Context: an optimization exercise on an open-source flow, tuned for small area, a short achievable clock period and few clock cycles. The choices shown serve that exercise and are no tape-out recipe.

## nr_vadd
module nr_vadd (
    input  wire        clk,
    input  wire        rst,         
    input  wire        in_valid,
    input  wire [31:0] in_a,
    input  wire [31:0] in_b,
    output wire        in_ready,
    output reg         out_valid,
    output reg  [31:0] out_sum,
    input  wire        out_ready
);
Size: about 100 I/O pins, about 17000 um2 of cells after synthesis.
make LEC_CHECK=0 CAP_MARGIN=20 CORE_MARGIN=2 CORE_UTILIZATION=40 PLACE_DENSITY=0.6 SLEW_MARGIN=20 finish   # period 20.0 ns
run.sh (not shown) runs the stock make flow with config.mk's settings and CLKGATE_MAP_FILE= SYNTH_SCRIPT=/design/flow/synth_recipe.tcl, a recipe that flattens the netlist after the stock synthesis.
Then changed:
==> flow/flow/run.sh (new file) <==
#!/bin/bash
set -euo pipefail
export BUFFER_PORTS_ARGS="-buffer_cell sky130_fd_sc_hd__buf_2"
bash standard.sh finish > flow_make.log 2>&1
==> flow/standard.sh (new file) <==
#!/bin/bash
# synth_recipe.tcl (not shown) runs the flow's synth.tcl, then flattens the netlist and writes it again
# the make line also repeats each setting of config.mk as NAME=value (left out here)
make -C /OpenROAD-flow-scripts/flow DESIGN_CONFIG=/design/flow/config.mk WORK_HOME=/design/flow/orfs CLKGATE_MAP_FILE= SYNTH_SCRIPT=/design/flow/synth_recipe.tcl "${@:-finish}"
removed: flow/run.sh
Outcome:
- The changed run went through all stages and came out clean
- via count hardly moves
- worst hold slack is better by 0.0066 ns
- design area is lower by a few percent
- clock-buffer cell count is higher by 1
- first-iteration DRC count rises by a few percent
- final cell count barely changes
- global-route usage barely changes
- setup slack degrades by 0.36 ns
- synthesized area stays the same
Function was not checked in any run of this note: the RTL went through the layout flow alone.


run A:
The RTL this note starts from:
==> flow/design.v <==
module nr_vadd (
    input  wire        clk,
    input  wire        rst,         
    input  wire        in_valid,
    input  wire [31:0] in_a,
    input  wire [31:0] in_b,
    output wire        in_ready,
    output reg         out_valid,
    output reg  [31:0] out_sum,
    input  wire        out_ready
);
    reg         v0, v1, v2, vk;
    reg         rdy;            
    reg         adv;            
    reg  [31:0] skid;
    assign in_ready = rdy;
    wire        ia_h  = |in_a[30:23];
    wire        ib_h  = |in_b[30:23];
    wire [7:0]  ia_ee = {in_a[30:24], in_a[23] | ~ia_h};
    wire [7:0]  ib_ee = {in_b[30:24], in_b[23] | ~ib_h};
    wire [3:0]  ia_eh = in_a[30:27], ib_eh = in_b[30:27];
    wire [3:0]  ia_el = in_a[26:23], ib_el = in_b[26:23];
    reg  [32:0] ra, rb;
    reg         bgt_h, beq_h, bgt_l;
    always @(posedge clk) if (adv) begin
        ra   <= {in_a[31], ia_ee, ia_h, in_a[22:0]};
        rb   <= {in_b[31], ib_ee, ib_h, in_b[22:0]};
        bgt_h <= ib_eh > ia_eh;
        beq_h <= ib_eh == ia_eh;
        bgt_l <= ib_el > ia_el;
    end
    wire [7:0]  a_ee = ra[31:24];
    wire [7:0]  b_ee = rb[31:24];
    wire        a_h  = ra[23];
    wire        b_h  = rb[23];
    wire        a_emax = &a_ee;
    wire        b_emax = &b_ee;
    wire        a_fz = ~|ra[22:0];
    wire        b_fz = ~|rb[22:0];
    wire        a_nan = a_emax & ~a_fz;
    wire        b_nan = b_emax & ~b_fz;
    wire        a_inf = a_emax & a_fz;
    wire        b_inf = b_emax & b_fz;
    wire        sub   = ra[32] ^ rb[32];
    wire        s_nan = a_nan | b_nan | (a_inf & b_inf & sub);
    wire        bige = bgt_h | (beq_h & bgt_l);    
    wire [23:0] a_m  = {a_h, ra[22:0]};
    wire [23:0] b_m  = {b_h, rb[22:0]};
    wire [23:0] x_m  = bige ? b_m : a_m;
    wire [23:0] y_m  = bige ? a_m : b_m;
    wire [7:0]  x_ee = bige ? b_ee : a_ee;
    wire [7:0]  y_ee = bige ? a_ee : b_ee;
    wire [7:0]  d    = x_ee - y_ee;
    wire [4:0]  sh   = d[4:0];
    wire        big  = |d[7:5];                 
    wire        neg  = sub & ~bige & (a_ee == b_ee) & (b_m > a_m);
    wire        x_s  = (bige | neg) ? rb[32] : ra[32];
    wire [26:0] t0 = {y_m, 3'd0};
    wire [26:0] t1 = sh[4] ? {16'd0, t0[26:16]} : t0;
    wire        k1 = sh[4] & (|t0[15:0]);
    wire [26:0] t2 = sh[3] ? {8'd0, t1[26:8]} : t1;
    wire        k2 = sh[3] & (|t1[7:0]);
    wire [26:0] t3 = sh[2] ? {4'd0, t2[26:4]} : t2;
    wire        k3 = sh[2] & (|t2[3:0]);
    wire [26:0] t4 = sh[1] ? {2'd0, t3[26:2]} : t3;
    wire        k4 = sh[1] & (|t3[1:0]);
    wire [26:0] t5 = sh[0] ? {1'd0, t4[26:1]} : t4;
    wire        k5 = sh[0] & t4[0];
    wire [26:0] y_al = big ? {26'd0, |y_m} : {t5[26:1], t5[0] | k1 | k2 | k3 | k4 | k5};
    reg         p_s, p_sub, p_neg, p_nan;    
    reg  [7:0]  p_e;
    reg  [23:0] p_x;
    reg  [26:0] p_y;
    always @(posedge clk) if (adv) begin
        p_s   <= x_s;
        p_sub <= sub;
        p_neg <= neg;
        p_nan <= s_nan;
        p_e   <= x_ee;
        p_x   <= x_m ^ {24{neg}};
        p_y   <= y_al ^ {27{sub & ~neg}};
    end
    wire [27:0] ad_a = {p_neg, p_x, {3{p_neg}}};
    wire [27:0] ad_b = {p_sub & ~p_neg, p_y};
    wire [27:0] ad_p = ad_a ^ ad_b;
    reg  [27:0] cg, cp;
    integer l, j;
    always @(*) begin
        cg = ad_a & ad_b;
        cp = ad_p;
        cg[0] = cg[0] | (cp[0] & p_sub);
        for (j = 1; j < 28; j = j + 2) begin
            cg[j] = cg[j] | (cp[j] & cg[j-1]);
            cp[j] = cp[j] & cp[j-1];
        end
        for (l = 2; l < 28; l = l * 2)
            for (j = 27; j > l; j = j - 2) begin
                cg[j] = cg[j] | (cp[j] & cg[j-l]);
                cp[j] = cp[j] & cp[j-l];
            end
        for (j = 2; j < 28; j = j + 2) begin
            cg[j] = cg[j] | (cp[j] & cg[j-1]);
            cp[j] = cp[j] & cp[j-1];
        end
    end
    wire [27:0] mag = ad_p ^ {cg[26:0], p_sub};
    wire [27:0] lim  = (p_e > 8'd27) ? 28'd0 : (28'h8000000 >> p_e);
    wire [31:0] lzin = {mag | lim, 4'b1111};
    wire [15:0] z1v; wire [15:0] z1c;
    wire [7:0]  z2v; wire [15:0] z2c;
    wire [3:0]  z3v; wire [11:0] z3c;
    wire [1:0]  z4v; wire [7:0]  z4c;
    genvar g;
    generate
        for (g = 0; g < 16; g = g + 1) begin : lz1
            assign z1v[g] = lzin[2*g+1] | lzin[2*g];
            assign z1c[g] = ~lzin[2*g+1];
        end
        for (g = 0; g < 8; g = g + 1) begin : lz2
            assign z2v[g] = z1v[2*g+1] | z1v[2*g];
            assign z2c[2*g+1:2*g] = z1v[2*g+1] ? {1'b0, z1c[2*g+1]} : {1'b1, z1c[2*g]};
        end
        for (g = 0; g < 4; g = g + 1) begin : lz3
            assign z3v[g] = z2v[2*g+1] | z2v[2*g];
            assign z3c[3*g+2:3*g] = z2v[2*g+1] ? {1'b0, z2c[4*g+3:4*g+2]} : {1'b1, z2c[4*g+1:4*g]};
        end
        for (g = 0; g < 2; g = g + 1) begin : lz4
            assign z4v[g] = z3v[2*g+1] | z3v[2*g];
            assign z4c[4*g+3:4*g] = z3v[2*g+1] ? {1'b0, z3c[6*g+5:6*g+3]} : {1'b1, z3c[6*g+2:6*g]};
        end
    endgenerate
    wire [4:0]  lz = z4v[1] ? {1'b0, z4c[7:4]} : {1'b1, z4c[3:0]};
    reg         q_s, q_zs, q_nan;
    reg  [7:0]  q_e;
    reg  [27:0] q_m;
    reg  [4:0]  q_lz;
    always @(posedge clk) if (adv) begin
        q_s   <= p_s;
        q_zs  <= p_s & ~p_sub;
        q_nan <= p_nan;
        q_e   <= p_e;
        q_m   <= mag;
        q_lz  <= lz;
    end
    wire [27:0] sl = q_m << q_lz;
    wire [26:0] nm = {sl[27:2], sl[1] | (sl[0] & ~|q_lz)};
    wire [8:0]  ne = {1'b0, q_e} + 9'd1 - {4'd0, q_lz};
    wire        r_up = nm[2] & (nm[1] | nm[0] | nm[3]);
    wire [30:0] pk   = {(nm[26] ? ne[7:0] : 8'd0), nm[25:3]};
    reg  [30:0] ones;
    integer m, n;
    always @(*) begin
        ones = pk;
        for (m = 1; m < 32; m = m * 2)
            for (n = 0; n < 31; n = n + 1)
                if (n & m)
                    ones[n] = ones[n] & ones[(n & ~(m - 1)) - 1];
    end
    wire [30:0] rnd  = pk ^ ({ones[29:0], 1'b1} & {31{r_up}});
    wire        ovf  = ne[8] | (ne[7:0] == 8'hFF);
    wire        zero = ~|q_m;
    reg  [31:0] res;
    always @(*) begin
        if (q_nan)
            res = 32'h7FC00000;
        else if ((&q_e) | ovf)           
            res = {q_s, 8'hFF, 23'd0};
        else
            res = {zero ? q_zs : q_s, rnd};
    end
    wire        push = adv & v2;
    always @(posedge clk) begin
        if (!vk) skid <= res;
        if (out_ready | ~out_valid) out_sum <= vk ? skid : res;
    end
    always @(posedge clk) begin
        if (rst) begin
            v0 <= 1'b0; v1 <= 1'b0; v2 <= 1'b0; vk <= 1'b0;
            rdy <= 1'b0; adv <= 1'b1; out_valid <= 1'b0;
        end else begin
            if (adv) begin
                v0 <= in_valid & rdy;
                v1 <= v0;
                v2 <= v1;
            end
            if (vk) begin
                if (out_ready) begin vk <= 1'b0; rdy <= 1'b1; adv <= 1'b1; end
            end else if (push & out_valid & ~out_ready) begin
                vk <= 1'b1; rdy <= 1'b0; adv <= 1'b0;
            end else begin
                rdy <= 1'b1;
            end
            out_valid <= vk | push | (out_valid & ~out_ready);
        end
    end
endmodule
Settings: LEC_CHECK=0, CAP_MARGIN=60, CORE_MARGIN=2, CORE_UTILIZATION=60, CTS_CLUSTER_DIAMETER=120, CTS_CLUSTER_SIZE=24, PLACE_DENSITY=0.75, SLEW_MARGIN=60; clock period 20.0 ns.
standard.sh (not shown) runs the stock make flow with config.mk's settings and CLKGATE_MAP_FILE= SYNTH_SCRIPT=/design/flow/synth_recipe.tcl, a recipe that flattens the netlist after the stock synthesis.
==> flow/flow/run.sh <==
#!/bin/bash
set -euo pipefail
export BUFFER_PORTS_ARGS="-buffer_cell sky130_fd_sc_hd__buf_2"
bash standard.sh finish > flow_make.log 2>&1
Both conditions hold for run A: the flow ran to the end and the final layout passed the timing, design-rule and antenna checks.
What run B does differently from run A at the input level:
Settings: setting ABC_AREA to 1 for the first time.
==> run notes <==
Transition time at the pin with the least slew margin in run B is 14 ps below run A. Sequential share of layout area (higher): run A. From run A to run B the numbers moved as follows: multi-input logic portion of the cell area saw a decrease, cell count after synthesis saw an increase, die area saw an increase, smallest setup slack after layout saw an increase, placed cell count saw an increase. Synthesized-area fraction occupied by adder cells, run A and run B, lower one = run B. Compared run B against run A; count of flip-flops and latches within noise. Compound-gate portion of the synthesized area on run B is down relative to run A. Looking only at area added between synthesis and finish, and setting everything else aside, the lower value of run A and run B goes to run B.
No functional check of the RTL was part of any run of this note.

## afterwards: timing with drivers on the ports
No port has a modelled driver above. Below, the same layouts with a new extraction and two added sets of constraints.
Step 1 sets driving cells, clkbuf_16 on the clock port and buf_2 on the other inputs (assumed; they add their load-dependent delay and slew).
Step 2 adds t to the input delays and takes it off the output delays; t is the mean of the earliest and latest rising clock arrival at the registers after step 1. Input paths then give back, and output paths get back, about the clock's delay inside the block.
Slacks: ideal / step 1 / step 2; pairs: ideal / step 1.
run | t, ns | setup slack, ns | slew at the worst register clock pin (ns)
the first run of note 1 | 0.515 | 12.569 / 12.569 / 12.249 | 0.08 / 0.08
the second run of note 1 | 0.516 | 12.206 / 12.206 / 12.206 | 0.08 / 0.08
run A | 0.542 | 14.506 / 14.506 / 14.506 | 0.10 / 0.10
run B | 0.540 | 14.587 / 14.587 / 14.587 | 0.10 / 0.10
After both steps every run listed still meets setup and hold. For the first run of note 1, which loses most, drivers alone change the setup slack by 0.000 ns; drivers and shift together by -0.320 ns.
